What follows belongs to an exercise in optimizing a design on an open flow for small area, a short achievable clock period and few clock cycles per item; a production flow would make more cautious choices.
Where RTL was checked, it was by simulation tests only, not by an equivalence proof against the original.
For runs 1 to 4, only the layout was checked, not whether the RTL still works.

==> flow/design.v <==
module nru_itoa_dd3 (
    input  wire [3:0] a,
    output wire [3:0] f
);
    assign f[3] = a[3] | (a[2] & (a[1] | a[0]));
    assign f[2] = (a[3] & a[0]) | (a[2] & ~a[1] & ~a[0]);
    assign f[1] = (a[1] & (~a[2] | a[0])) | (a[3] & ~a[0]);
    assign f[0] = (a[0] & ~a[2] & ~a[3]) | (~a[0] & ((a[2] & a[1]) | a[3]));
endmodule
module nru_itoa (
    input  wire        clk,
    input  wire        rst_n,       
    input  wire        start,
    input  wire        ptr,         
    input  wire [63:0] value,       
    input  wire [31:0] prec,        
    input  wire [7:0]  flags,       
    output wire        ready,
    output reg         done,
    output wire [9:0]  span_start,
    output wire [9:0]  span_len,
    output reg  [15:0] head,
    output reg  [1:0]  hlen,
    input  wire [8:0]  rd_addr,
    output wire [7:0]  rd_data
);
    localparam [1:0] R10 = 2'b00, R16 = 2'b01, R8 = 2'b10, R2 = 2'b11;
    wire        f_uc    = flags[0];
    wire        f_alt   = flags[1];
    wire        f_plus  = flags[2];
    wire        f_space = flags[3];
    wire        f_w64   = flags[4];
    wire        f_sgn   = flags[5];
    wire [1:0]  f_radix = flags[7:6];
    wire        dec_in  = !ptr && f_radix == R10;
    wire        oct_in  = !ptr && f_radix == R8;
    wire [1:0]  rad_in  = ptr ? R16 : f_radix;
    wire        wide    = f_w64 || ptr;
    wire        sbit    = f_w64 ? value[63] : value[31];
    wire        is_neg  = !ptr && f_sgn && sbit;
    wire [63:0] u = wide ? value : {32'd0, value[31:0]};
    reg  [7:0]  nzp, nzn;
    integer c;
    always @(*) begin
        for (c = 0; c < 8; c = c + 1) begin
            nzp[c] = |u[8*c +: 8];
            if (c == 0)
                nzn[c] = 1'b1;
            else
                nzn[c] = !(&value[8*c-1 +: 8]) && (f_w64 || c < 4);
        end
    end
    wire [7:0]  nz = is_neg ? nzn : nzp;
    reg  [2:0]  top_in;
    always @(*) begin
        top_in = 3'd0;
        for (c = 0; c < 8; c = c + 1)
            if (nz[c]) top_in = c[2:0];
    end
    wire        u_nz = |nzp;
    reg  [15:0] head_in;
    reg  [1:0]  hlen_in;
    always @(*) begin
        head_in = 16'd0;
        hlen_in = 2'd0;
        if (!ptr) begin
            if (f_sgn) begin
                if (is_neg)       begin head_in = 16'h002D; hlen_in = 2'd1; end
                else if (f_plus)  begin head_in = 16'h002B; hlen_in = 2'd1; end
                else if (f_space) begin head_in = 16'h0020; hlen_in = 2'd1; end
            end else if (f_alt) begin
                case (f_radix)
                    R8:  begin head_in = 16'h0030; hlen_in = 2'd1; end
                    R16: if (u_nz) begin
                             head_in = f_uc ? 16'h5830 : 16'h7830; hlen_in = 2'd2;
                         end
                    R2:  begin head_in = f_uc ? 16'h4230 : 16'h6230; hlen_in = 2'd2; end
                    default: ;
                endcase
            end
        end
    end
    wire [9:0]  minlen_in = ptr      ? 10'd16 :
                            prec[31] ? 10'd1 : prec[9:0];
    reg  [63:0] lo_nz;          
    integer b;
    always @(*) begin
        lo_nz[0] = 1'b0;
        for (b = 1; b < 64; b = b + 1) lo_nz[b] = lo_nz[b-1] | u[b-1];
    end
    wire [63:0] mag_in = (u ^ ({64{is_neg}} & lo_nz)) & {{32{wide}}, 32'hFFFF_FFFF};
    reg  [87:0] r_in;
    integer k;
    always @(*) begin
        r_in = 88'd0;
        if (dec_in)
            r_in[63:0] = mag_in;
        else if (oct_in)
            for (k = 0; k < 22; k = k + 1)
                r_in[4*(21-k) +: 3] = (u >> (3 * k)) & 64'd7;
        else
            for (k = 0; k < 16; k = k + 1)
                r_in[4*(21-k) +: 4] = u[4*k +: 4];
    end
    reg  [6:0]  bdig;           
    always @(*) begin
        bdig = 7'd0;
        for (b = 0; b < 64; b = b + 1)
            if (u[b]) bdig = b[6:0] + 7'd1;
    end
    wire        bin_in = !ptr && f_radix == R2;
    wire [9:0]  sl_in  = (bin_in && minlen_in < {3'd0, bdig}) ? {3'd0, bdig} : minlen_in;
    reg         busy;
    reg  [2:0]  cp;             
    reg  [1:0]  radix;
    reg         uc;
    reg  [9:0]  sl;             
    reg  [87:0] r;              
    assign ready = !busy;
    wire [7:0]  chunk = r[8*cp +: 8];
    wire [79:0] bcd;
    genvar gi;
    generate
        for (gi = 0; gi < 20; gi = gi + 1) begin : bd
            assign bcd[4*gi +: 4] = r[4*(21-gi) +: 4];
        end
    endgenerate
    function integer ndd;       
        input integer l;
        integer i;
        reg [127:0] lim, p;
        begin
            lim = 128'd1 << (56 + l);
            p   = 128'd5;
            ndd = 0;
            for (i = 0; i < 19; i = i + 1) begin
                if (p < lim) ndd = i + 1;
                p = p * 10;
            end
        end
    endfunction
    wire [79:0] lv [0:8];
    assign lv[0] = bcd;
    genvar gl, gd;
    generate
        for (gl = 0; gl < 8; gl = gl + 1) begin : lvl
            wire [79:0] adj;
            for (gd = 0; gd < 20; gd = gd + 1) begin : dg
                if (gd < ndd(gl)) begin : c
                    nru_itoa_dd3 u (.a(lv[gl][4*gd +: 4]), .f(adj[4*gd +: 4]));
                end else begin : n
                    assign adj[4*gd +: 4] = lv[gl][4*gd +: 4];
                end
            end
            assign lv[gl+1] = {adj[78:0], chunk[7-gl]};
        end
    endgenerate
    reg  [87:0] r_dd;
    always @(*) begin
        for (k = 0; k < 20; k = k + 1)
            r_dd[4*(21-k) +: 4] = lv[8][4*k +: 4];
        r_dd[7:0] = 8'd0;
        for (k = 0; k < 8; k = k + 1)
            if (k[2:0] <= cp) r_dd[8*k +: 8] = 8'd0;
    end
    reg  [87:0] r_en;           
    always @(*) begin
        r_en = {88{1'b1}};
        for (k = 0; k < 8; k = k + 1)
            if (k[2:0] < cp) r_en[8*k +: 8] = 8'd0;
    end
    always @(posedge clk) begin
        if (!rst_n) begin
            busy <= 1'b0;
            done <= 1'b0;
        end else begin
            done <= 1'b0;
            if (!busy) begin
                if (start) begin
                    radix  <= rad_in;
                    uc     <= !ptr && f_uc;
                    sl     <= sl_in;
                    head   <= head_in;
                    hlen   <= hlen_in;
                    cp     <= top_in;
                    if (dec_in && (is_neg || u_nz)) busy <= 1'b1;
                    else                            done <= 1'b1;
                end
            end else begin
                cp <= cp - 3'd1;
                if (cp == 3'd0) begin
                    busy <= 1'b0;
                    done <= 1'b1;
                end
            end
        end
    end
    integer q;
    always @(posedge clk) begin
        for (q = 0; q < 88; q = q + 1) begin
            if (!busy && start)
                r[q] <= r_in[q];
            else if (busy && r_en[q])
                r[q] <= r_dd[q];
        end
    end
    reg  [21:0] dz;             
    reg  [21:0] ge;             
    integer d;
    always @(*) begin
        for (d = 0; d < 22; d = d + 1) begin
            dz[d] = |r[4*(21-d) +: 4];
            ge[d] = sl <= d + 1;
        end
    end
    reg  [4:0]  dn;             
    always @(*) begin
        dn = 5'd0;
        for (d = 0; d < 22; d = d + 1)
            if (dz[d]) dn = d + 1;
    end
    wire        use_dn = radix != R2 && (|(dz & ge));
    assign span_len   = use_dn ? {5'd0, dn} : sl;
    assign span_start = use_dn ? 10'd512 - {5'd0, dn} : 10'd512 - sl;
    wire        r2   = radix == R2;
    wire [4:0]  msel = r2 ? {1'b1, rd_addr[5:2]} : rd_addr[4:0];
    reg  [3:0]  nib;
    always @(*) begin
        nib = 4'd0;
        for (d = 10; d < 32; d = d + 1)
            if (msel == d) nib = r[4*(d-10) +: 4];
    end
    wire        inr  = r2 ? (rd_addr[8:6] == 3'b111) : (rd_addr[8:5] == 4'b1111);
    wire        bit2 = nib[~rd_addr[1:0]];
    wire [3:0]  dv   = !inr ? 4'd0 : r2 ? {3'd0, bit2} : nib;
    reg  [7:0]  chr;
    always @(*) begin
        case (dv)
            4'hA:    chr = uc ? 8'h41 : 8'h61;
            4'hB:    chr = uc ? 8'h42 : 8'h62;
            4'hC:    chr = uc ? 8'h43 : 8'h63;
            4'hD:    chr = uc ? 8'h44 : 8'h64;
            4'hE:    chr = uc ? 8'h45 : 8'h65;
            4'hF:    chr = uc ? 8'h46 : 8'h66;
            default: chr = {4'h3, dv};
        endcase
    end
    assign rd_data = chr;
endmodule
==> flow/run.sh <==
#!/bin/bash
# synth_recipe.tcl (not shown) runs the flow's synth.tcl, then flattens the netlist and writes it again
# the make line also repeats each setting of config.mk as NAME=value (left out here)
make -C /OpenROAD-flow-scripts/flow DESIGN_CONFIG=/design/flow/config.mk WORK_HOME=/design/flow/orfs CLKGATE_MAP_FILE= SYNTH_SCRIPT=/design/flow/synth_recipe.tcl finish
==> flow/config.mk <==
export PLATFORM = sky130hd
export DESIGN_NAME = nru_itoa
export DESIGN_NICKNAME = nru_itoa
export VERILOG_FILES = /design/flow/design.v
export SDC_FILE = /design/flow/constraint.sdc
export NUM_CORES = 4
export LEC_CHECK = 0
export ABC_CLOCK_PERIOD_IN_PS = 3500
export CAP_MARGIN = 20
export CORE_MARGIN = 2
export CORE_UTILIZATION = 40
export SETUP_SLACK_MARGIN = 1
export SLEW_MARGIN = 20
export SYNTH_HIERARCHICAL = 1
export SYNTH_MINIMUM_KEEP_SIZE = 0
==> flow/constraint.sdc <==
create_clock -name core_clock -period 6.0 [get_ports {clk}]
set_input_delay 1.2000 -clock core_clock [delete_from_list [all_inputs] [get_ports {clk}]]
set_output_delay 1.2000 -clock core_clock [all_outputs]
set_load 0.01 [all_outputs]
==> out/metrics.yaml, run 1 <==
global_routing:
  grt_max_degree: 48
  grt_pass1_wl_um: 132000
  antenna_found_initial: 2
  grt-ovfl-total: 0
  grt_use_total_pct: 32.0
  grt_pass1_vias: 22700
setup_path:
  cpMaxStageDelayCell: "or4b_4"
  cp-end-kind: "output pin"
  r2r_cells: 19
  rr_startpoint: "cp[1]"
  critical_path.max_stage_delay_ns: 0.60
  path_class: "input pin to output pin"
  crit_fanout: 6
  r2r_slack_ns: 1.29
  cp-start-kind: "input pin"
  critPathArrivalTime_ns: 3.89
  cpLargestDelayFamily: "simple AND/OR/NAND/NOR gates"
  cp_cell_sequence: "buf_8 > buf_12 > nand3b_1 > or4b_4 > and2_4 > o211ai_1 > or4_4 > a21oi_2 > a221o_1 > buf_6 > a311oi_4 > xor2_1 > buf_2"
  crit_required_ns: 4.80
  path_buf_inv: 4
  rr_endpoint: "r[87]"
sta:
  rsz0062_at_grt: "yes"
  fin_worst_skew_ns: 0.00996
  finalHoldViolCount: 0
  finalMaxSlewViolations: 0
  tightest_slew_ns: 1.11
  fin_crit_ns: 5.09
  max_slew_margin_pct: 25.3
  fmax_mhz: 196
  post-route-period-util_pct: 84.8
  setup_viol: 0
  fin_tns_setup_ns: 0
route:
  dr_wl_met3_um: 8460
  ant_nets: 0
  wl_met1_um: 35900
  drtPass1Iterations: 8
  top_layer_used: "met5"
  routed_wl_um: 88500
  drc: 0
  first_iter_violations: 2725
  wl_met2_um: 39500
  vias: 24700
  vias_per_cell: 6.41
  wl_per_cell_um: 23.0
logic_synthesis:
  netlist_area_um2: 20500
  synthArstFlopShare_pct: 0
  syn_inst: 2913
  synth-edff-count: 114
  avgSynthCellArea_um2: 7.02
  synthFlopType: "edfxtp_1"
  ys_seq_area_share_pct: 16.9
  yosys.cell_types.count: 98
  yosysWarnings: 7
  synth-seq-cells: 116
status:
  status: "timing/DRC/antenna clean"
worst_hold_path:
  hold_depth: 1
  min_path_type: "flop to flop"
  min_delay_worst_endpoint: "cp[2]"
  holdCritStartpoint: "busy"
floorplanning:
  chipHeight_um: 230
  coreArea_um2: 50300
  start_util_pct: 40.7
  ios: 165
  die_width_um: 230
  rows: 82
  die_area_um2: 53000
place:
  io_buffers: 137
  globalplace.congestion: 0.977
  hpwl_um: 66800
final_layout:
  postLayoutCoreUtil_pct: 50.0
  nNetsFinal: 3296
  final_cell_mix: "a21oi_1, nand2b_1, nor2_1"
  drive_gt1_share_pct: 17.7
  num_antenna_cells: 0
  final_common_cell: "a21oi_1"
  syn2layout_area_growth_pct: 22.9
job:
  cap_violations: 0
clock_network:
  cts.sinks: 116
  cts_tree: "done"
  path_clk_slew_ns: 0.05
  cts_hold_repair.buffers: 0
  numCtsBuffers: 17
  cts_root_buffer: "clkbuf_16"
  ctsHtreeMaxLevel: 4
  clk_latency_ns: 0.44
  clockBufferDepth: 2
## layout make-up
cell class              count  area [µm²]
inverters                 188         709
multi-input cells        2464       16200
flip-flops and latches    116        3460
well taps                 672         841
clock buffers              20         437
fillers                  4939       25100
repair buffers            380        3320
clock inverters            12         161
## cell usage after synthesis, types with 7 or more instances
master	count	area share, %
or4_1	9	0.33
o21a_1	151	5.5
clkbuf_1	113	2.1
nand3_1	52	1.3
ha_1	12	0.73
o21ai_0	260	6.4
nand2_1	144	2.6
nand4_1	28	0.86
mux2i_1	27	1.3
nor2_1	281	5.2
a21oi_1	382	9.3
and3_1	8	0.24
xnor2_1	28	1.2
o21bai_1	8	0.29
o31ai_1	17	0.62
mux2_2	10	0.55
nor3_1	37	0.91
o211ai_1	16	0.59
edfxtp_1	114	17
a31oi_1	38	1.2
a32oi_1	10	0.43
xor2_1	28	1.2
a221oi_1	7	0.30
a221o_1	9	0.44
a31o_2	7	0.30
a211oi_1	7	0.26
a21boi_0	7	0.26
a22o_1	168	7.2
inv_1	187	3.4
buf_4	13	0.48
buf_2	14	0.34
or3_1	9	0.28
o221ai_1	8	0.34
nand2b_1	298	9.1
nor4_1	33	1.0
buf_1	8	0.15
o22ai_1	20	0.61
or2_2	9	0.28
a22oi_1	38	1.4
a22o_2	142	6.9
nor2b_1	14	0.43
and2_1	19	0.58
## through the flow
step                setup slack (ns)  hold WS [ns]  instances  instance area (µm²)
global route                   0.753         0.782       3852                25100
global placement              0.0391         0.698       3711                23100
finish                         0.909         0.736       3852                25100
floorplan                       1.32         0.580       2918                20500
detailed placement            0.0726         0.713       3711                23100
CTS                            0.891         0.726       3801                24500
## cells by family after synthesis
| logic type | after synthesis | share of synthesized area (%) |
|---|---|---|
| AO/OA/AOI/OAI | 1377 | 46.3 |
| AND/OR/NAND/NOR | 970 | 24.5 |
| buffers and inverters | 338 | 6.60 |
| flip-flops | 116 | 16.9 |
| XOR/XNOR | 56 | 2.40 |
| multiplexers | 43 | 2.53 |
| adder cells (fa/ha/maj) | 12 | 0.734 |
| other | 1 | 0.0183 |
## flip-flops by register name (all words and copies together) (netlist names)
signal  cells
busy        1
cp          3
done        1
head        9
hlen        1
r          88
radix       2
sl         10
uc          1
## per-module statistics from Yosys, one instance, submodules excluded
module	times used	cells	flops+latches
nru_itoa_dd3	142	10	0
nru_itoa	1	1493	116
## layer usage
metal / GRT usage, % / vias to the layer above
met2: 51.3 / 1231
met5: 0 / -
met3: 5.25 / 264
met1: 41.2 / 11700
met4: 16.4 / 2
li1: - / 11500
## worst max-delay path by stage
stage | startpoint | end | slack, ns | cells after the start
2_1_floorplan | rd_addr[5] | rd_data[0] | 1.32 | 10
3_3_place_gp | rd_addr[2] | rd_data[5] | 0.04 | 13
3_5_place_dp | rd_addr[2] | rd_data[5] | 0.07 | 14
4_1_cts | rd_addr[0] | rd_data[0] | 0.89 | 15
5_1_grt | rd_addr[3] | rd_data[1] | 0.75 | 15
6_report | rd_addr[3] | rd_data[0] | 0.91 | 13
## worst reg2reg max path: stages (launching register included)
cell	delay, ns
edfxtp_1	0.49
buf_4	0.19
nor2_2	0.26
a22oi_1	0.21
o21ai_2	0.36
inv_1	0.12
a22o_1	0.28
o21a_1	0.18
a21oi_1	0.25
a21oi_1	0.11
a21oi_1	0.29
nor2_1	0.09
a22o_2	0.29
o21a_1	0.19
a21oi_1	0.25
a21oi_1	0.10
a21oi_1	0.28
nor2_1	0.09
a22o_2	0.23
a22o_1	0.20
## timing repair
item                                    4_1_cts  5_1_grt
endpoints found under the setup margin       21       48
setup buffers                                53       50
resized for setup                           124       61
pin swaps                                    33       27
gates cloned                                  5        0
==> run 2: changes to the inputs <==
==> flow/flow/run.sh (new file) <==
#!/bin/bash
# The standard layout, with port buffers that timing repair may resize.
set -euo pipefail
bash standard.sh MATCH_CELL_FOOTPRINT=0 'BUFFER_PORTS_ARGS=-buffer_cell sky130_fd_sc_hd__buf_2' finish > flow.log 2>&1
==> flow/standard.sh (new file) <==
#!/bin/bash
# synth_recipe.tcl (not shown) runs the flow's synth.tcl, then flattens the netlist and writes it again
# the make line also repeats each setting of config.mk as NAME=value (left out here)
make -C /OpenROAD-flow-scripts/flow DESIGN_CONFIG=/design/flow/config.mk WORK_HOME=/design/flow/orfs CLKGATE_MAP_FILE= SYNTH_SCRIPT=/design/flow/synth_recipe.tcl "${@:-finish}"
removed: flow/run.sh
==> run 2 against run 1 <==
  * Area after synthesis is the same
  * Global-route usage shrank 1.1 points
  * Clock skew grew 0.0015 ns
  * First-iteration DRC count shrank 0.11%
  * Cell count shrank 3.7%
  * Core utilization shrank 3.8 points
  * Sequential share of layout area grew 1.1 points
  * Final area shrank 7.7%
  * Highest routed layer is now met4
==> out/metrics.yaml, run 2 <==
status:
  status: "timing/DRC/antenna clean"
global_routing:
  grt_max_degree: 38  # -21%
  antenna_found_initial: 0  # -2
  grt_use_total_pct: 30.9  # -1.1 points
  grt_pass1_wl_um: 127000  # -3.6%
  grt-ovfl-total: 0  # unchanged
  grt_pass1_vias: 21700  # -4.3%
route:
  ant_nets: 0  # unchanged
  vias_per_cell: 6.52  # +1.7%
  drtPass1Iterations: 6  # -2
  wl_per_cell_um: 23.2  # +0.84%
  drc: 0  # unchanged
  first_iter_violations: 2722  # -0.11%
  vias: 24200  # -2.0%
  routed_wl_um: 85900  # -2.9%
floorplanning:
  die_area_um2: 53000  # unchanged
  coreArea_um2: 50300  # unchanged
  chipHeight_um: 230  # unchanged
  ios: 165  # unchanged
  start_util_pct: 40.7  # unchanged
  die_width_um: 230  # unchanged
  rows: 82  # unchanged
place:
  io_buffers: 137  # unchanged
  dp_slack_ns: 0.460  # +0.387 ns
  globalplace.congestion: 0.962  # -1.6%
  place_area_um2: 21600  # -6.3%
  hpwl_um: 65800  # -1.4%
logic_synthesis:
  avgSynthCellArea_um2: 7.02  # unchanged
  synth_top_area_share_pct: 16.7  # unchanged
  syn_inst: 2913  # unchanged
  synthFlopType: "edfxtp_1"
  synth_common_cells: "a21oi_1, nand2b_1, nor2_1"
  netlist_area_um2: 20500  # unchanged
  synth-edff-count: 114  # unchanged
  ys_seq_area_share_pct: 16.9  # unchanged
  yosysTopAreaCell: "edfxtp_1"
  synth-seq-cells: 116  # unchanged
  synthArstFlopShare_pct: 0  # unchanged
  yosysWarnings: 7  # unchanged
  yosysMostFrequentCell: "a21oi_1"
  synthTopCellsByArea: "edfxtp_1, a21oi_1, nand2b_1"
  yosys.cell_types.count: 98  # unchanged
sta:
  rsz0062_at_grt: "no"
  fmax_mhz: 203  # +3.6%
  finalHoldViolCount: 0  # unchanged
  post-route-period-util_pct: 81.9  # -2.9 points
  fin_crit_ns: 4.91  # -0.177 ns
  setup_slack_ns: 1.09  # +0.177 ns
  finalMaxSlewViolations: 0  # unchanged
  tightest_slew_ns: 1.12  # +0.0154 ns
  fin_worst_skew_ns: 0.0114  # +0.00148 ns
  max_slew_margin_pct: 24.3  # -1.0 points
  fin_tns_setup_ns: 0  # unchanged
  setup_viol: 0  # unchanged
clock_network:
  clockBufferDepth: 2  # unchanged
  numCtsBuffers: 17  # unchanged
  ctsHtreeMaxLevel: 4  # unchanged
  cts_hold_repair.buffers: 0  # unchanged
  path_clk_slew_ns: 0.07  # +0.02 ns
  cts_tree: "done"
  cts.sinks: 116  # unchanged
  clk_latency_ns: 0.44  # about the same
  cts_root_buffer: "clkbuf_16"
setup_path:
  critPathArrivalTime_ns: 3.71  # -0.18 ns
  cp_cell_sequence: "buf_6 > a21bo_2 > and3_1 > a21o_1 > a222oi_1 > nand4_1 > nand2_1 > a211oi_4 > buf_4 > xor2_1 > buf_2"
  path_class: "input pin to output pin"
  cp-start-kind: "input pin"
  crit_fanout: 14  # +8
  cpMaxStageDelayCell: "a222oi_1"
  critical_path.max_stage_delay_ns: 0.50  # -0.10 ns
  cp-end-kind: "output pin"
  crit_required_ns: 4.80  # about the same
final_layout:
  largest-register: "r"
  largest_reg_flops: 88  # unchanged
  nFillCells: 5150  # +4.3%
  final_common_cell: "a21oi_1"
  drive_gt1_share_pct: 17.9  # +0.27 points
  nNetsFinal: 3153  # -4.3%
  syn2layout_area_growth_pct: 13.4
  reg.largest.list: "r: 88 flops, sl: 10 flops, head: 9 flops"
  stdcell_area_um2: 23200  # -7.7%
  final_cell_mix: "a21oi_1, nand2b_1, nor2_1"
  num_antenna_cells: 0  # unchanged
job:
  cap_violations: 0  # unchanged
worst_hold_path:
  min_path_type: "flop to flop"
run 2: cell counts after synthesis:
No cell type changed its count.
run 2: worst paths after layout:
| kind | endpoint | depth (start not counted) | from | slack, ns |
|---|---|---|---|---|
| setup reg to reg | r[87] | 20 | cp[1] | 1.23 |
| setup / recovery | rd_data[0] | 11 | rd_addr[0] | 1.09 |
| hold reg to reg | cp[2] | 1 | busy | 0.77 |
| hold / removal | cp[2] | 1 | busy | 0.77 |
run 2: modules after synthesis (local to each module, per instance):
| module | cell area (µm²) | times used | cells inside |
|---|---|---|---|
| nru_itoa_dd3 | 61.3 | 142 | 10 |
| nru_itoa | 11800 | 1 | 1493 |
run 2: kinds of logic (layout without fill, tap and decap cells):
kind of cell             count (synthesis)  after routing  synth area share, %
AND/OR/NAND/NOR                        970            970                 24.5
adder cells (fa/ha/maj)                 12             12                0.734
flip-flops                             116            116                 16.9
multiplexers                            43             43                 2.53
AO/OA/AOI/OAI                         1377           1377                 46.3
buffers and inverters                  338            457                 6.60
other                                    1              6               0.0183
XOR/XNOR                                56             56                 2.40
run 2: per-stage QoR:
step / hold WS, ns / util (%) / instances
2_1_floorplan: 0.580 / - / 2918
3_3_place_gp: 0.738 / 43.0 / 3613
3_5_place_dp: 0.742 / 43.1 / 3613
4_1_cts: 0.757 / 44.8 / 3661
5_1_grt: 0.772 / 46.2 / 3709
6_report: 0.765 / 46.2 / 3709
run 2: final cells by class:
type                            instances  area [µm²]  share of cell area, %
Clock buffer                           17         425                   1.83
Clock inverter                         15         150                  0.647
Inverter                              188         709                   3.06
Multi-Input combinational cell       2464       16100                   69.5
Sequential cell                       116        3460                   14.9
Tap cell                              672         841                   3.62
Timing Repair Buffer                  237        1490                   6.41
run 2: critical path, delay by kind of cell:
| kind | cells | cell delay, ns |
|---|---|---|
| XOR/XNOR | 1 | 0.13 |
| AO/OA/AOI/OAI | 4 | 1.05 |
| AND/OR/NAND/NOR | 3 | 0.85 |
| buffers and inverters | 3 | 0.47 |
run 2: metal layers:
metal | vias to the layer above | global-route usage [%] | wire (µm)
li1 | 11200 | - | -
met1 | 11500 | 40.7 | 35700
met4 | 0 | 14.4 | 4360
met2 | 1215 | 49.5 | 38200
met5 | - | 0 | 0
met3 | 244 | 4.69 | 7590
run 2: repair_timing:
action / in CTS / in global routing
pin swaps: 5 / 17
buffers inserted: 16 / 48
resized for setup: 38 / 71
setup endpoints to repair: 28 / 41
==> run 3: changes to the inputs <==
--- a/flow/design.v
+++ b/flow/design.v
@@ -103,12 +103,28 @@
                 r_in[4*(21-k) +: 4] = u[4*k +: 4];
     end
-    reg  [6:0]  bdig;           
-    always @(*) begin
-        bdig = 7'd0;
-        for (b = 0; b < 64; b = b + 1)
-            if (u[b]) bdig = b[6:0] + 7'd1;
-    end
+    reg  [15:0] v4;
+    reg  [1:0]  p4 [0:15];
+    reg  [3:0]  v16;
+    reg  [3:0]  p16 [0:3];
+    reg         v64;
+    reg  [5:0]  p64;
+    integer g;
+    always @(*) begin
+        for (g = 0; g < 16; g = g + 1) begin
+            v4[g] = |u[4*g +: 4];
+            p4[g] = u[4*g+3] ? 2'd3 : u[4*g+2] ? 2'd2 : u[4*g+1] ? 2'd1 : 2'd0;
+        end
+        for (g = 0; g < 4; g = g + 1) begin
+            v16[g] = |v4[4*g +: 4];
+            p16[g] = v4[4*g+3] ? {2'd3, p4[4*g+3]} : v4[4*g+2] ? {2'd2, p4[4*g+2]} :
+                     v4[4*g+1] ? {2'd1, p4[4*g+1]} : {2'd0, p4[4*g]};
+        end
+        v64 = |v16;
+        p64 = v16[3] ? {2'd3, p16[3]} : v16[2] ? {2'd2, p16[2]} :
+              v16[1] ? {2'd1, p16[1]} : {2'd0, p16[0]};
+    end
+    wire [6:0]  bdig = {1'b0, p64} + 7'd1;    
     wire        bin_in = !ptr && f_radix == R2;
-    wire [9:0]  sl_in  = (bin_in && minlen_in < {3'd0, bdig}) ? {3'd0, bdig} : minlen_in;
+    wire [9:0]  sl_in  = (bin_in && v64 && minlen_in <= {4'd0, p64}) ? {3'd0, bdig} : minlen_in;
     reg         busy;
     reg  [2:0]  cp;             
@@ -117,6 +133,10 @@
     reg  [9:0]  sl;             
     reg  [87:0] r;              
+    reg  [7:0]  ck;             
     assign ready = !busy;
-    wire [7:0]  chunk = r[8*cp +: 8];
+    wire [7:0]  chunk = ck;
+    wire [7:0]  ck_in = mag_in[8*top_in +: 8];       
+    wire [2:0]  cpn   = cp - 3'd1;
+    wire [7:0]  ck_nx = r[8*cpn +: 8];                
     wire [79:0] bcd;
     genvar gi;
@@ -184,9 +204,11 @@
                     hlen   <= hlen_in;
                     cp     <= top_in;
+                    ck     <= ck_in;
                     if (dec_in && (is_neg || u_nz)) busy <= 1'b1;
                     else                            done <= 1'b1;
                 end
             end else begin
-                cp <= cp - 3'd1;
+                cp <= cpn;
+                ck <= ck_nx;
                 if (cp == 3'd0) begin
                     busy <= 1'b0;
@@ -224,14 +246,17 @@
     assign span_start = use_dn ? 10'd512 - {5'd0, dn} : 10'd512 - sl;
     wire        r2   = radix == R2;
-    wire [4:0]  msel = r2 ? {1'b1, rd_addr[5:2]} : rd_addr[4:0];
+    reg  [21:0] sel;            
     reg  [3:0]  nib;
-    always @(*) begin
+    integer m;
+    always @(*) begin
+        for (m = 0; m < 22; m = m + 1)
+            sel[m] = r2 ? (m >= 6 && rd_addr[8:6] == 3'b111 && rd_addr[5:2] == m - 6)
+                        : (rd_addr[8:5] == 4'b1111 && rd_addr[4:0] == m + 10);
         nib = 4'd0;
-        for (d = 10; d < 32; d = d + 1)
-            if (msel == d) nib = r[4*(d-10) +: 4];
-    end
-    wire        inr  = r2 ? (rd_addr[8:6] == 3'b111) : (rd_addr[8:5] == 4'b1111);
+        for (m = 0; m < 22; m = m + 1)
+            nib = nib | ({4{sel[m]}} & r[4*m +: 4]);
+    end
     wire        bit2 = nib[~rd_addr[1:0]];
-    wire [3:0]  dv   = !inr ? 4'd0 : r2 ? {3'd0, bit2} : nib;
+    wire [3:0]  dv   = r2 ? {3'd0, bit2} : nib;
     reg  [7:0]  chr;
     always @(*) begin
--- a/flow/config.mk
+++ b/flow/config.mk
@@ -10,5 +10,5 @@
 export CORE_MARGIN = 2
 export CORE_UTILIZATION = 40
-export SETUP_SLACK_MARGIN = 1
+export SETUP_SLACK_MARGIN = 2.5
 export SLEW_MARGIN = 20
 export SYNTH_HIERARCHICAL = 1
==> run 3 against run 2 <==
  * Final area grew 49%
  * Core utilization grew 21 points
  * Critical path type is now flop to output pin
==> out/metrics.yaml, run 3 <==
status:
  status: "timing/DRC/antenna clean"
route:
  drc: 0  # unchanged
  vias_per_cell: 6.66  # +2.2%
  ant_nets: 0  # unchanged
  first_iter_violations: 3307  # +21%
  vias: 27800  # +15%
  wl_per_cell_um: 27.2  # +17%
  routed_wl_um: 114000  # +32%
  drtPass1Iterations: 9  # +3
place:
  hpwl_um: 72700  # +10%
  dp_slack_ns: 0.513  # +0.0526 ns
  globalplace.congestion: 0.975  # +1.3%
  io_buffers: 137  # unchanged
  place_area_um2: 23300  # +7.6%
logic_synthesis:
  yosysWarnings: 11  # +4
  ys_seq_area_share_pct: 17.7  # +0.82 points
  synthFlopType: "edfxtp_1"
  avgSynthCellArea_um2: 7.27  # +3.5%
  synthTopCellsByArea: "edfxtp_1, a21oi_1, nand2b_1"
  synth_common_cells: "a21oi_1, nand2b_1, o21ai_0"
  synth_top_area_share_pct: 17.6  # +0.82 points
  synthArstFlopShare_pct: 0  # unchanged
  yosysMostFrequentCell: "a21oi_1"
  syn_inst: 2872  # -1.4%
  synth-edff-count: 122  # +7.0%
  yosysTopAreaCell: "edfxtp_1"
  synth-seq-cells: 124  # +6.9%
  yosys.cell_types.count: 100  # +2.0%
  netlist_area_um2: 20900  # +2.0%
setup_path:
  cp-start-kind: "flop"
  path_class: "flop to output pin"
  cp_cell_sequence: "nor2_1 > o21ai_0 > a22oi_1 > o21ai_0 > o41ai_4 > mux2i_2 > ha_4 > or4b_4 > a32oi_2 > buf_2"
  cp-end-kind: "output pin"
  critical_path.max_stage_delay_ns: 0.63  # +0.13 ns
  cpLargestDelayFamily: "compound AO/OA/AOI/OAI gates"
  path_buf_inv: 1  # -2
  cpMaxStageDelayCell: "edfxtp_1"
  crit_required_ns: 4.80  # about the same
  crit_fanout: 11  # -3
  crit_top_cell: "o21ai_0"
  critPathArrivalTime_ns: 4.32  # +0.61 ns
sta:
  tightest_slew_ns: 1.15  # +0.0227 ns
  fin_crit_ns: 5.52  # +0.604 ns
  fin_worst_skew_ns: 0.0197  # +0.00825 ns
  fin_tns_setup_ns: 0  # unchanged
  setup_slack_ns: 0.482  # -0.604 ns
  setup_viol: 0  # unchanged
  rsz0062_at_grt: "yes"
  finalHoldViolCount: 0  # unchanged
  finalMaxSlewViolations: 0  # unchanged
  fmax_mhz: 181  # -11%
  max_slew_margin_pct: 23.0  # -1.3 points
  post-route-period-util_pct: 92.0  # +10 points
floorplanning:
  die_width_um: 232  # +0.99%
  chipHeight_um: 232  # +0.99%
  die_area_um2: 54000  # +2.0%
  coreArea_um2: 51400  # +2.3%
  start_util_pct: 40.6  # -0.093 points
  rows: 83  # +1.2%
  ios: 165  # unchanged
global_routing:
  grt_pass1_wl_um: 150000  # +18%
  antenna_found_initial: 1  # +1
  grt_pass1_vias: 24800  # +14%
  grt_max_degree: 44  # +16%
  grt_use_total_pct: 36.8  # +6.0 points
  grt-ovfl-total: 0  # unchanged
clock_network:
  clk_latency_ns: 0.46  # +0.02 ns
  numCtsBuffers: 17  # unchanged
  cts_hold_repair.buffers: 0  # unchanged
  cts.sinks: 124  # +6.9%
  path_clk_slew_ns: 0.07  # about the same
  cts_tree: "done"
  cts_root_buffer: "clkbuf_16"
  clockBufferDepth: 2  # unchanged
  ctsHtreeMaxLevel: 4  # unchanged
worst_hold_path:
  min_path_type: "flop to flop"
final_layout:
  nFillCells: 3883  # -25%
  syn2layout_area_growth_pct: 65.8
  largest_reg_flops: 88  # unchanged
  final_common_cell: "buf_4"
  final_cell_mix: "buf_4, nor2_1, nand2_1"
  stdcell_area_um2: 34600  # +49%
  reg.largest.list: "r: 88 flops, sl: 10 flops, head: 9 flops"
  drive_gt1_share_pct: 53.6  # +36 points
  largest-register: "r"
  nNetsFinal: 3613  # +15%
job:
  cap_violations: 0  # unchanged
## run 3: final cells by class
cell class	count	area, µm²	share of cell area (%)
multi-input combinational	2436	22600	65.4
timing repair buffer	725	6120	17.7
sequential	124	3700	10.7
tap	680	851	2.46
inverter	179	693	2.00
clock buffer	17	425	1.23
clock inverter	15	175	0.506
antenna	2	5.00	0.0145
## run 3: metal layers
layer | share of wire [%] | GRT usage (%)
met5 | 0 | 0
met4 | 6.8 | 21.3
met3 | 9.7 | 5.44
met2 | 46 | 59.0
met1 | 37 | 47.1
## run 3: per-stage QoR
stage	utilization [%]	hold slack, ns	cells
after global routing	67.3	0.594	4177
after floorplan	-	0.495	2877
final	67.3	0.550	4178
after global placement	45.3	0.506	3622
after detailed placement	45.3	0.535	3622
after CTS	58.5	0.552	3996
## run 3: worst paths after layout
path / end / cells past startpoint / startpoint / slack [ns]
worst max-delay path: span_start[4] / 10 / sl[3] / 0.48
worst min-delay path: r[84] / 2 / ck[0] / 0.55
worst max register to register: r[83] / 22 / r[84] / 1.20
worst min register to register: r[84] / 2 / ck[0] / 0.55
## run 3: cells by family after synthesis
logic type / Yosys count / synth area share [%]
AND/OR/NAND/NOR: 969 / 24.3
XOR/XNOR: 76 / 3.19
other: 1 / 0.0180
flip-flops: 124 / 17.7
AO/OA/AOI/OAI: 1305 / 43.1
adder cells (fa/ha/maj): 14 / 0.827
buffers and inverters: 318 / 6.36
multiplexers: 65 / 4.48
## run 3: modules after synthesis, one instance, submodules excluded
| module | flops+latches | copies in the design | cells | area [µm²] |
|---|---|---|---|---|
| nru_itoa | 124 | 1 | 1452 | 12200 |
| nru_itoa_dd3 | 0 | 142 | 10 | 61.3 |
## run 3: repair_timing
item | in CTS | in global routing
endpoints found under the setup margin | 114 | 113
gates cloned | 1 | 0
pin swaps | 335 | 284
buffers inserted | 341 | 180
resized for setup | 884 | 659
## run 3: worst reg2reg max path, cell delays in order, from the launching register on
cell	delay (ns)
edfxtp_1	0.48
buf_4	0.18
buf_6	0.11
buf_6	0.11
buf_8	0.14
o21ai_2	0.13
nand2b_1	0.15
buf_4	0.18
nand2b_4	0.14
a22o_4	0.27
o21a_1	0.22
a21oi_4	0.18
nor2_1	0.07
a22o_2	0.27
o21a_1	0.23
a21oi_4	0.25
nor2_2	0.13
a22o_4	0.26
o21a_1	0.23
a21oi_4	0.18
nor2_1	0.13
a22o_2	0.27
a22o_1	0.23
==> run 4: changes to the inputs <==
--- a/flow/config.mk
+++ b/flow/config.mk
@@ -10,5 +10,5 @@
 export CORE_MARGIN = 2
 export CORE_UTILIZATION = 40
-export SETUP_SLACK_MARGIN = 2.5
+export SETUP_SLACK_MARGIN = 1.5
 export SLEW_MARGIN = 20
 export SYNTH_HIERARCHICAL = 1
==> run 4 against run 3 <==
  * Still clean on timing, DRC and antenna
  * Die area stayed put
  * Area after synthesis unchanged
  * Via count down 12%
  * Critical path type unchanged
  * Critical endpoint unchanged
  * Highest routed layer unchanged
==> out/metrics.yaml, run 4 <==
status:
  status: "timing/DRC/antenna clean"
floorplanning:
  die_width_um: 232  # unchanged
  rows: 83  # unchanged
  start_util_pct: 40.6  # unchanged
  die_area_um2: 54000  # unchanged
  ios: 165  # unchanged
  chipHeight_um: 232  # unchanged
  coreArea_um2: 51400  # unchanged
setup_path:
  cp-start-kind: "flop"
  crit_top_cell: "buf_6"
  cp-end-kind: "output pin"
  crit_fanout: 3  # -8
  path_class: "flop to output pin"
  critical_path.max_stage_delay_ns: 0.47  # -0.16 ns
  cp_cell_sequence: "buf_6 > nor4_4 > buf_4 > nand2_4 > o311ai_4 > a41oi_2 > o41ai_4 > buf_6 > mux2i_4 > ha_4 > or4b_4 > a32oi_2 > buf_2"
  crit_required_ns: 4.80  # about the same
  cpMaxStageDelayCell: "nor4_4"
  r2r_slack_ns: 1.71  # +0.51 ns
  critPathArrivalTime_ns: 3.84  # -0.48 ns
route:
  first_iter_violations: 2639  # -20%
  wl_per_cell_um: 24.8  # -8.8%
  routed_wl_um: 94100  # -17%
  vias: 24500  # -12%
  ant_nets: 0  # unchanged
  drtPass1Iterations: 7  # -2
  drc: 0  # unchanged
  vias_per_cell: 6.46  # -2.9%
sta:
  finalHoldViolCount: 0  # unchanged
  post-route-period-util_pct: 84.0  # -8.0 points
  max_slew_margin_pct: 21.5  # -1.5 points
  fin_crit_ns: 5.04  # -0.478 ns
  fmax_mhz: 198  # +9.5%
  fin_tns_setup_ns: 0  # unchanged
  finalMaxSlewViolations: 0  # unchanged
  fin_worst_skew_ns: 0.0110  # -0.00869 ns
  setup_viol: 0  # unchanged
  rsz0062_at_grt: "yes"
  tightest_slew_ns: 1.18  # +0.0311 ns
final_layout:
  final_cell_mix: "nand2b_1, a21oi_1, nor2_1"
  largest_reg_flops: 88  # unchanged
  final_common_cell: "nand2b_1"
  multi_input_area_um2: 17100  # -24%
  final_cells: 3794  # -9.2%
  reg.largest.list: "r: 88 flops, sl: 10 flops, head: 9 flops"
  syn2layout_area_growth_pct: 21.5
  drive_gt1_share_pct: 25.5  # -28 points
  largest-register: "r"
  seq_area_um2: 3700  # unchanged
  nNetsFinal: 3222  # -11%
  nFillCells: 5139  # +32%
logic_synthesis:
  synth_common_cells: "a21oi_1, nand2b_1, o21ai_0"
  yosysWarnings: 11  # unchanged
  synth-edff-count: 122  # unchanged
  syn_inst: 2872  # unchanged
  synth-seq-cells: 124  # unchanged
  ys_seq_area_share_pct: 17.7  # unchanged
  synthFlopType: "edfxtp_1"
  synth_top_area_share_pct: 17.6  # unchanged
  yosysTopAreaCell: "edfxtp_1"
  yosys.cell_types.count: 100  # unchanged
  avgSynthCellArea_um2: 7.27  # unchanged
  netlist_area_um2: 20900  # unchanged
  synthTopCellsByArea: "edfxtp_1, a21oi_1, nand2b_1"
  yosysMostFrequentCell: "a21oi_1"
  synthArstFlopShare_pct: 0  # unchanged
worst_hold_path:
  min_path_type: "flop to flop"
global_routing:
  grt_pass1_wl_um: 136000  # -9.8%
  antenna_found_initial: 9  # +8
  grt-ovfl-total: 0  # unchanged
  grt_max_degree: 40  # -9.1%
  grt_pass1_vias: 22200  # -11%
  grt_use_total_pct: 33.3  # -3.5 points
clock_network:
  cts_root_buffer: "clkbuf_16"
  cts.sinks: 124  # unchanged
  path_clk_slew_ns: 0.06  # about the same
  clockBufferDepth: 2  # unchanged
  clk_latency_ns: 0.46  # about the same
  cts_tree: "done"
  ctsHtreeMaxLevel: 4  # unchanged
  numCtsBuffers: 17  # unchanged
  cts_hold_repair.buffers: 0  # unchanged
job:
  cap_violations: 0  # unchanged
place:
  globalplace.congestion: 0.972  # -0.34%
  hpwl_um: 71900  # -1.1%
  place_inst: 3643  # +0.58%
  io_buffers: 137  # unchanged
## run 4: final cells by class
type | instances | share of cell area, %
Inverter | 179 | 2.69
Antenna cell | 9 | 0.0888
Sequential cell | 124 | 14.6
Timing Repair Buffer | 335 | 9.46
Tap cell | 680 | 3.35
Clock buffer | 17 | 1.68
Multi-Input combinational cell | 2435 | 67.5
Clock inverter | 15 | 0.646
## run 4: kinds of logic after synthesis
group                    count (synthesis)  synth area share (%)
AO/OA/AOI/OAI                         1305                  43.1
XOR/XNOR                                76                  3.19
adder cells (fa/ha/maj)                 14                 0.827
buffers and inverters                  318                  6.36
flip-flops                             124                  17.7
multiplexers                            65                  4.48
other                                    1                0.0180
AND/OR/NAND/NOR                        969                  24.3
## run 4: worst paths after layout
kind | startpoint | cells past startpoint | to
setup / recovery | r[46] | 13 | span_start[4]
hold / removal | ck[0] | 2 | r[84]
setup reg to reg | r[77] | 19 | r[62]
hold reg to reg | ck[0] | 2 | r[84]
## run 4: stage by stage
stage / worst slack (ns) / area, µm² / utilization (%) / hold WS [ns]
floorplan: 1.49 / 21000 / - / 0.495
finish: 0.960 / 25400 / 49.3 / 0.564
detailed placement: 0.458 / 22500 / 43.8 / 0.533
global placement: 0.535 / 22500 / 43.8 / 0.530
global route: 0.895 / 25400 / 49.3 / 0.585
CTS: 0.924 / 24400 / 47.5 / 0.550
## run 4: critical path, delay by kind of cell, from the launching register on
family	cells	cell delay, ns
muxes	1	0.28
DFF	1	0.38
buffers and inverters	4	0.70
AOI/OAI and AO/OA	4	0.88
and+or+nand+nor	3	0.99
adders and majority gates	1	0.16
## run 4: per-layer routing
layer | share of wire (%) | vias up | track usage [%]
li1 | - | 11300 | -
met1 | 40 | 11700 | 41.9
met2 | 46 | 1235 | 54.1
met3 | 8.7 | 259 | 5.85
met4 | 5.9 | 0 | 18.1
met5 | 0 | - | 0
## run 4: what timing repair did
item | in CTS | in global routing
endpoints found under the setup margin | 31 | 97
cloned | 2 | 0
resized for setup | 165 | 164
pin swaps | 43 | 32
buffers inserted | 65 | 43
## run 4: Yosys stat by module (local to each module, per instance)
module | times used | flops+latches
nru_itoa | 1 | 124
nru_itoa_dd3 | 142 | 0
==> run 5: changes to the inputs <==
--- a/flow/design.v
+++ b/flow/design.v
@@ -83,11 +83,17 @@
     wire [9:0]  minlen_in = ptr      ? 10'd16 :
                             prec[31] ? 10'd1 : prec[9:0];
-    reg  [63:0] lo_nz;          
-    integer b;
-    always @(*) begin
-        lo_nz[0] = 1'b0;
-        for (b = 1; b < 64; b = b + 1) lo_nz[b] = lo_nz[b-1] | u[b-1];
-    end
-    wire [63:0] mag_in = (u ^ ({64{is_neg}} & lo_nz)) & {{32{wide}}, 32'hFFFF_FFFF};
+    function [7:0] mchunk;
+        input [7:0] c;
+        input       ng;         
+        input       lz;         
+        begin
+            mchunk = ng ? ~c + {7'd0, lz} : c;
+        end
+    endfunction
+    reg  [7:0]  lzp;            
+    always @(*) begin
+        lzp[0] = 1'b1;
+        for (c = 1; c < 8; c = c + 1) lzp[c] = lzp[c-1] & !nzp[c-1];
+    end
     reg  [87:0] r_in;
     integer k;
@@ -95,5 +101,6 @@
         r_in = 88'd0;
         if (dec_in)
-            r_in[63:0] = mag_in;
+            for (k = 0; k < 8; k = k + 1)      
+                r_in[8*k +: 8] = (|(nz >> k)) ? u[8*k +: 8] : 8'd0;
         else if (oct_in)
             for (k = 0; k < 22; k = k + 1)
@@ -134,9 +141,15 @@
     reg  [87:0] r;              
     reg  [7:0]  ck;             
+    reg         neg;            
     assign ready = !busy;
     wire [7:0]  chunk = ck;
-    wire [7:0]  ck_in = mag_in[8*top_in +: 8];       
+    wire [7:0]  ck_in = mchunk(u[8*top_in +: 8], is_neg, lzp[top_in]);    
     wire [2:0]  cpn   = cp - 3'd1;
-    wire [7:0]  ck_nx = r[8*cpn +: 8];                
+    reg  [7:0]  lzr;            
+    always @(*) begin
+        lzr[0] = 1'b1;
+        for (c = 1; c < 8; c = c + 1) lzr[c] = lzr[c-1] & !(|r[8*(c-1) +: 8]);
+    end
+    wire [7:0]  ck_nx = mchunk(r[8*cpn +: 8], neg, lzr[cpn]);              
     wire [79:0] bcd;
     genvar gi;
@@ -205,4 +218,5 @@
                     cp     <= top_in;
                     ck     <= ck_in;
+                    neg    <= is_neg;
                     if (dec_in && (is_neg || u_nz)) busy <= 1'b1;
                     else                            done <= 1'b1;
@@ -227,22 +241,31 @@
         end
     end
-    reg  [21:0] dz;             
+    reg  [23:0] dz;             
     reg  [21:0] ge;             
+    reg  [5:0]  gv;             
+    reg  [1:0]  gp [0:5];       
+    reg  [5:0]  glead;          
+    reg  [4:0]  h;              
     integer d;
     always @(*) begin
+        dz = 24'd0;
         for (d = 0; d < 22; d = d + 1) begin
             dz[d] = |r[4*(21-d) +: 4];
             ge[d] = sl <= d + 1;
         end
-    end
-    reg  [4:0]  dn;             
-    always @(*) begin
-        dn = 5'd0;
-        for (d = 0; d < 22; d = d + 1)
-            if (dz[d]) dn = d + 1;
-    end
-    wire        use_dn = radix != R2 && (|(dz & ge));
-    assign span_len   = use_dn ? {5'd0, dn} : sl;
-    assign span_start = use_dn ? 10'd512 - {5'd0, dn} : 10'd512 - sl;
+        for (d = 0; d < 6; d = d + 1) begin
+            gv[d] = |dz[4*d +: 4];
+            gp[d] = dz[4*d+3] ? 2'd3 : dz[4*d+2] ? 2'd2 : dz[4*d+1] ? 2'd1 : 2'd0;
+        end
+        for (d = 0; d < 6; d = d + 1)
+            glead[d] = gv[d] && ((gv >> (d + 1)) == 6'd0);
+        h = 5'd0;
+        for (d = 0; d < 6; d = d + 1)
+            h = h | ({5{glead[d]}} & {d[2:0], gp[d]});
+    end
+    wire        use_dn = radix != R2 && (|(dz[21:0] & ge));
+    wire [9:0]  sl_neg = 10'd512 - sl;
+    assign span_len   = use_dn ? {5'd0, h + 5'd1} : sl;
+    assign span_start = use_dn ? {5'b01111, ~h} : sl_neg;
     wire        r2   = radix == R2;
     reg  [21:0] sel;            
--- a/flow/config.mk
+++ b/flow/config.mk
@@ -6,5 +6,5 @@
 export NUM_CORES = 4
 export LEC_CHECK = 0
-export ABC_CLOCK_PERIOD_IN_PS = 3500
+export ABC_CLOCK_PERIOD_IN_PS = 2000
 export CAP_MARGIN = 20
 export CORE_MARGIN = 2
==> run 5 against run 4 <==
  * Still clean
  * Core utilization fell by 0.69 points
  * Sequential share of layout area up 0.76 points
  * Flip-flop and latch count increased by 1
  * Setup slack improved by 0.40 ns
==> out/metrics.yaml, run 5 <==
status:
  status: "timing/DRC/antenna clean"
clock_network:
  cts_tree: "done"
  path_clk_slew_ns: 0.06  # about the same
  ctsHtreeMaxLevel: 4  # unchanged
  cts.sinks: 125  # +0.81%
  cts_root_buffer: "clkbuf_16"
  clockBufferDepth: 2  # unchanged
  cts_hold_repair.buffers: 0  # unchanged
  clk_latency_ns: 0.44  # -0.02 ns
  numCtsBuffers: 17  # unchanged
floorplanning:
  ios: 165  # unchanged
  chipHeight_um: 228  # -1.8%
  die_width_um: 228  # -1.8%
  coreArea_um2: 50000  # -2.8%
  start_util_pct: 40.3  # -0.31 points
  rows: 82  # -1.2%
  die_area_um2: 52100  # -3.5%
route:
  wl_per_cell_um: 23.1  # -6.9%
  ant_nets: 0  # unchanged
  drc: 0  # unchanged
  first_iter_violations: 2508  # -5.0%
  routed_wl_um: 84700  # -9.9%
  drtPass1Iterations: 7  # unchanged
  vias_per_cell: 6.48  # +0.19%
  vias: 23800  # -3.1%
sta:
  setup_slack_ns: 1.36  # +0.402 ns
  rsz0062_at_grt: "yes"
  post-route-period-util_pct: 77.3  # -6.7 points
  finalMaxSlewViolations: 0  # unchanged
  fin_crit_ns: 4.64  # -0.402 ns
  max_slew_margin_pct: 23.1  # +1.7 points
  tightest_slew_ns: 1.15  # -0.0325 ns
  finalHoldViolCount: 0  # unchanged
  setup_viol: 0  # unchanged
  fmax_mhz: 216  # +8.7%
  fin_tns_setup_ns: 0  # unchanged
  fin_worst_skew_ns: 0.0136  # +0.00261 ns
logic_synthesis:
  yosysTopAreaCell: "edfxtp_1"
  synthFlopType: "edfxtp_1"
  synth_top_area_share_pct: 18.3  # +0.79 points
  synth-seq-cells: 125  # +0.81%
  synthTopCellsByArea: "edfxtp_1, nand2b_1, a21oi_1"
  syn_inst: 2767  # -3.7%
  yosys.cell_types.count: 103  # +3.0%
  yosysWarnings: 13  # +2
  avgSynthCellArea_um2: 7.28  # +0.12%
  synth_common_cells: "a21oi_1, nand2b_1, nor2_1"
  synth-edff-count: 123  # +0.82%
  synthArstFlopShare_pct: 0  # unchanged
  yosysMostFrequentCell: "a21oi_1"
  ys_seq_area_share_pct: 18.5  # +0.80 points
  netlist_area_um2: 20100  # -3.5%
final_layout:
  drive_gt1_share_pct: 23.6  # -1.9 points
  final_cell_mix: "a21oi_1, nand2b_1, nor2_1"
  nNetsFinal: 3119  # -3.2%
  syn2layout_area_growth_pct: 20.7
  largest_reg_flops: 88  # unchanged
  largest-register: "r"
  final_common_cell: "a21oi_1"
  reg.largest.list: "r: 88 flops, sl: 10 flops, head: 9 flops"
setup_path:
  cp-end-kind: "output pin"
  cp-start-kind: "input pin"
  crit_fanout: 7  # +4
  crit_required_ns: 4.80  # about the same
  rr_startpoint: "r[55]"
  path_class: "input pin to output pin"
  rr_endpoint: "r[49]"
  critPathArrivalTime_ns: 3.44  # -0.40 ns
  r2r_slack_ns: 1.64  # -0.07 ns
  r2r_cells: 18  # -1
worst_hold_path:
  min_delay_worst_endpoint: "r[84]"
  min_path_type: "flop to flop"
  hold_depth: 2  # unchanged
  holdCritStartpoint: "ck[0]"
place:
  dp_slack_ns: 0.760  # +0.302 ns
  io_buffers: 137  # unchanged
  hpwl_um: 63400  # -12%
  globalplace.congestion: 0.951  # -2.1%
global_routing:
  grt_pass1_wl_um: 123000  # -9.2%
  grt-ovfl-total: 0  # unchanged
  grt_pass1_vias: 21200  # -4.5%
  grt_max_degree: 61  # +53%
  antenna_found_initial: 3  # -6
  grt_use_total_pct: 30.2  # -3.1 points
job:
  cap_violations: 0  # unchanged
-- run 5: cell count changes after synthesis, moves of 12 or more --
| cell | previous run | this run |
|---|---|---|
| xnor2_1 | 45 | 11 |
| buf_2 | 34 | 12 |
| o21ai_0 | 253 | 231 |
| xor2_1 | 31 | 13 |
| a21oi_1 | 380 | 363 |
| nand2_1 | 179 | 162 |
| a22oi_1 | 27 | 43 |
| a31oi_1 | 18 | 34 |
| nor2_1 | 246 | 260 |
| o22ai_1 | 17 | 3 |
| nand3_1 | 41 | 54 |
| a221o_1 | 15 | 3 |
-- run 5: area by class of cell --
class / count / area, µm²
Multi-Input combinational cell: 2358 / 16400
Antenna cell: 2 / 5.00
Timing Repair Buffer: 302 / 2110
Inverter: 178 / 678
Sequential cell: 125 / 3730
Tap cell: 672 / 841
Fill cell: 4991 / 25700
Clock inverter: 12 / 121
Clock buffer: 20 / 437
-- run 5: per-layer routing --
layer | vias up | wire, µm | GRT usage [%]
met4 | 2 | 3020 | 10.5
met1 | 11500 | 34800 | 39.2
met5 | - | 9 | 0
met2 | 1109 | 38700 | 49.5
met3 | 201 | 8160 | 6.69
li1 | 10900 | - | -
-- run 5: timing repair --
item | in CTS | in global routing
endpoints found under the setup margin | 35 | 92
resized for setup | 93 | 169
buffers inserted | 43 | 88
pin swaps | 24 | 41
gates cloned | 1 | 2
-- run 5: logic make-up (layout without fill, tap and decap cells) --
logic type                 Yosys count  count (layout)  share of synthesized area (%)
and+or+nand+nor                    975             975                           25.3
adders and majority gates           21              21                           1.29
other                                1               8                         0.0186
AOI/OAI and AO/OA                 1269            1269                           43.5
buffers and inverters              289             512                           5.79
muxes                               63              63                           4.52
xor gates and xnor gates            24              24                           1.04
DFF                                125             125                           18.5
-- run 5: metrics by stage --
| step | area [µm²] | utilization [%] | std cells | hold WS (ns) |
|---|---|---|---|---|
| floorplan | 20200 | - | 2772 | 0.484 |
| global placement | 21500 | 43.0 | 3501 | 0.521 |
| detailed placement | 21500 | 43.0 | 3501 | 0.518 |
| CTS | 22800 | 45.6 | 3577 | 0.529 |
| global route | 24300 | 48.6 | 3667 | 0.589 |
| finish | 24300 | 48.6 | 3669 | 0.546 |
-- run 5: worst max path at each step --
stage	start	end	slack, ns	cells after the start
after floorplan	value[25]	ck[5]	1.46	15
after global placement	rd_addr[3]	rd_data[0]	0.73	11
after detailed placement	flags[4]	ck[5]	0.76	15
after CTS	rd_addr[2]	rd_data[0]	1.41	11
after global routing	rd_addr[5]	rd_data[0]	1.27	13
final	rd_addr[5]	rd_data[0]	1.36	12
-- run 5: per-module statistics from Yosys (local to each module, per instance) --
| module | flip-flops and latches | cells inside |
|---|---|---|
| nru_itoa | 125 | 1347 |
| nru_itoa_dd3 | 0 | 10 |
-- run 5: worst max-delay path: stages --
cell and delay (ns):
clkbuf_4 0.16, and4_4 0.19, buf_4 0.16, a41oi_1 0.23, o21ai_0 0.12, a221oi_2 0.22, nand4_1 0.18, a2111oi_4 0.44
a31o_2 0.20, a21oi_4 0.05, xnor2_1 0.15, buf_2 0.14
Testbench counts of run 5, summed over its fixed seeds: cycles 13,482, items 4,800.
==> run 6: changes to the inputs <==
--- a/flow/config.mk
+++ b/flow/config.mk
@@ -6,9 +6,9 @@
 export NUM_CORES = 4
 export LEC_CHECK = 0
-export ABC_CLOCK_PERIOD_IN_PS = 2000
+export ABC_AREA = 1
 export CAP_MARGIN = 20
 export CORE_MARGIN = 2
 export CORE_UTILIZATION = 40
-export SETUP_SLACK_MARGIN = 1.5
+export SETUP_SLACK_MARGIN = 1
 export SLEW_MARGIN = 20
 export SYNTH_HIERARCHICAL = 1
==> run 6 against run 5 <==
  * Final area down 6.2%
  * Via count grew 9.1%
  * Area after synthesis up 2.8%
  * Core utilization decreased by 4.1 points
  * Sequential share of layout area increased by 1.0 points
  * Highest routed layer is now met4
  * Die area is 2.7% higher
  * Register-to-register slack improved by 0.22 ns
  * Global-route usage decreased by 1.4 points
  * Synthesized cell count increased by 46%
  * Critical path type unchanged
  * Routed wire length fell by 6.3%
  * Largest cell class unchanged
==> out/metrics.yaml, run 6 <==
global_routing:
  grt-ovfl-total: 0  # unchanged
  grt_use_total_pct: 28.8  # -1.4 points
  grt_pass1_vias: 22400  # +6.0%
  antenna_found_initial: 0  # -3
  grt_max_degree: 65  # +6.6%
  grt_pass1_wl_um: 121000  # -1.5%
sta:
  fin_tns_setup_ns: 0  # unchanged
  finalHoldViolCount: 0  # unchanged
  fin_worst_skew_ns: 0.0167  # +0.00314 ns
  tightest_slew_ns: 1.05  # -0.0992 ns
  fin_crit_ns: 4.90  # +0.259 ns
  post-route-period-util_pct: 81.6  # +4.3 points
  rsz0062_at_grt: "yes"
  max_slew_margin_pct: 30.0  # +6.9 points
  setup_viol: 0  # unchanged
  holdWs_ns: 0.674  # +0.128 ns
  finalMaxSlewViolations: 0  # unchanged
  fmax_mhz: 204  # -5.3%
place:
  place_inst: 4814  # +38%
  globalplace.congestion: 1.01  # +6.2%
  hpwl_um: 64600  # +1.8%
  io_buffers: 137  # unchanged
logic_synthesis:
  syn_inst: 4047  # +46%
  synth_common_cells: "nand2_1, inv_1, nor2_1"
  synth_fa_ha_area_share_pct: 1.27  # -0.023 points
  synth_compound_area_share_pct: 19.3  # -24 points
  synth_top_family_by_area: "simple AND/OR/NAND/NOR gates"
  muxShareOfSynthArea_pct: 0  # -4.5 points
  ys_seq_area_share_pct: 18.0  # -0.50 points
  synth_xor_area_share_pct: 0.466  # -0.58 points
  netlist_area_um2: 20700  # +2.8%
  avgSynthCellArea_um2: 5.11  # -30%
  synth-seq-cells: 125  # unchanged
  yosys.cell_types.count: 58  # -44%
  yosysTopAreaCell: "nand2_1"
  yosys.area_share.simple_pct: 49.6  # +24 points
  synth-edff-count: 123  # unchanged
  yosysMostFrequentCell: "nand2_1"
  synthFlopType: "edfxtp_1"
  synthTopCellsByArea: "nand2_1, edfxtp_1, inv_1"
  synthArstFlopShare_pct: 0  # unchanged
  yosysWarnings: 13  # unchanged
  synth_top_area_share_pct: 36.0  # +18 points
final_layout:
  final_cells: 4848  # +32%
  nNetsFinal: 4293  # +38%
  final_common_cell: "nand2_1"
  drive_gt1_share_pct: 9.76  # -14 points
  reg.largest.list: "r: 88 flops, sl: 10 flops, head: 9 flops"
  largest_reg_flops: 88  # unchanged
  nFillCells: 5760  # +15%
  largest-register: "r"
  final_cell_mix: "nand2_1, inv_1, nor2_1"
  syn2layout_area_growth_pct: 10.2
  multi_input_area_um2: 14800  # -9.7%
  num_antenna_cells: 0  # -2
  seq_area_um2: 3730  # unchanged
setup_path:
  critPathArrivalTime_ns: 3.70  # +0.26 ns
  cp-start-kind: "input pin"
  cp-end-kind: "output pin"
  crit_fanout: 5  # -2
  crit_required_ns: 4.80  # about the same
  path_class: "input pin to output pin"
clock_network:
  cts_root_buffer: "clkbuf_16"
  clk_latency_ns: 0.45  # about the same
  numCtsBuffers: 17  # unchanged
  ctsHtreeMaxLevel: 4  # unchanged
  clockBufferDepth: 2  # unchanged
  cts_tree: "done"
  path_clk_slew_ns: 0.06  # about the same
  cts.sinks: 125  # unchanged
  cts_hold_repair.buffers: 0  # unchanged
floorplanning:
  ios: 165  # unchanged
  chipHeight_um: 231  # +1.4%
  coreArea_um2: 51200  # +2.5%
  start_util_pct: 40.4  # +0.12 points
  die_area_um2: 53600  # +2.7%
  die_width_um: 231  # +1.4%
  rows: 83  # +1.2%
route:
  vias: 25900  # +9.1%
  drtPass1Iterations: 8  # +1
  first_iter_violations: 2949  # +18%
  ant_nets: 0  # unchanged
  routed_wl_um: 79400  # -6.3%
  wl_per_cell_um: 16.4  # -29%
  drc: 0  # unchanged
  vias_per_cell: 5.35  # -17%
job:
  cap_violations: 0  # unchanged
worst_hold_path:
  min_path_type: "flop to flop"
status:
  status: "timing/DRC/antenna clean"
[run 6: changes by cell type after synthesis, sizes merged, moves of 32 or more]
cell	delta
mux2i	-32
nand2	+1836
o21a	-142
inv	+341
o21ai	+197
nand3	+110
nand2b	-296
a21oi	-278
a22o	-298
nor2	+83
[run 6: worst paths after layout]
check / startpoint / end / cells past startpoint / slack, ns
setup reg to reg: cp[0] / ck[6] / 15 / 1.86
setup / recovery: rd_addr[7] / rd_data[5] / 19 / 1.10
hold reg to reg: ck[0] / r[84] / 2 / 0.67
hold / removal: ck[0] / r[84] / 2 / 0.67
[run 6: per-stage QoR]
stage	utilization (%)	setup slack (ns)	cell area (µm²)
final	44.5	1.10	22800
after global routing	44.5	0.958	22800
after CTS	44.4	0.993	22700
after detailed placement	43.1	0.699	22100
after global placement	43.1	0.689	22100
after floorplan	-	1.63	20700
[run 6: critical path, cell delays in order]
cell and delay, ns:
buf_2 0.09, nand3_1 0.19, nor2_4 0.18, nand2_1 0.16, nor2_4 0.21, nand2_1 0.18
o22ai_2 0.23, nand2_1 0.08, o21ai_1 0.13, nor2_1 0.06, nand2_1 0.08, nor2_1 0.06
nand2_1 0.13, nand2_1 0.08, nor2_1 0.21, nor2_4 0.09, inv_4 0.12, nand2_1 0.06
buf_2 0.14
[run 6: modules after synthesis (local to each module, per instance)]
module | cells | area, µm² | flops+latches | times used
nru_itoa | 1775 | 11800 | 125 | 1
nru_itoa_dd3 | 16 | 62.6 | 0 | 142
[run 6: cells by family after synthesis]
family | count (synthesis)
buf+inv | 597
compound gates | 698
fa+ha+maj | 21
flops | 125
simple gates | 2594
other cells | 1
xor+xnor | 11
[run 6: layout make-up]
cell class                      count  share of cell area [%]
Clock buffer                       17                    1.87
Multi-Input combinational cell   3330                    64.8
Inverter                          520                    8.59
Sequential cell                   125                    16.4
Clock inverter                     15                   0.774
Tap cell                          680                    3.73
Timing Repair Buffer              161                    3.85
[run 6: metal layers]
layer	part of all wire [%]	wire, µm	vias up	global-route usage, %
met3	9.5	7530	215	4.81
met1	44	35200	11400	40.0
met5	0	0	-	0
met4	4.4	3490	0	11.1
li1	-	-	13200	-
met2	42	33200	1115	44.4
[run 6: repair_timing]
action,4_1_cts,5_1_grt
gates cloned,0,0
pin swaps,0,2
endpoints found under the hold margin,0,0
resized for setup,10,18
buffers inserted,0,2
setup endpoints to repair,6,14

[static timing again, ports no longer ideal]
The flow's constraints put no driver on any port. The routed layouts listed below were extracted and timed again, unchanged, in two steps. Step 1 assumes that a clkbuf_16 drives the clock port and a buf_2 every other input. Step 2 times the ports against the registers' clock, not the clock port: input delays grow and output delays shrink by t, the midpoint of the rising clock arrivals with the driver on. a / b / c = ideal ports / drivers / drivers and shift; a / b = the first two.
| run | t, ns | slack for setup (ns) | worst setup path at the end | worst register clock-pin slew, ns | cell pins on the clock port's net |
|---|---|---|---|---|---|
| run 1 | 0.487 | 0.909 / 0.866 / 0.690 | input to register | 0.06 / 0.06 | 1 |
| run 2 | 0.494 | 1.086 / 1.037 / 0.830 | input to register | 0.07 / 0.07 | 1 |
| run 3 | 0.514 | 0.482 / 0.421 / 0.935 | register to output | 0.08 / 0.08 | 1 |
| run 4 | 0.512 | 0.960 / 0.899 / 1.021 | input to output | 0.07 / 0.07 | 1 |
| run 5 | 0.479 | 1.362 / 1.197 / 1.107 | input to register | 0.06 / 0.06 | 1 |
| run 6 | 0.496 | 1.103 / 1.082 / 0.852 | input to register | 0.07 / 0.07 | 1 |
After both steps setup and hold are still met in every run listed. For run 2, which loses most, drivers alone change the setup slack by -0.049 ns; drivers and shift together by -0.256 ns.
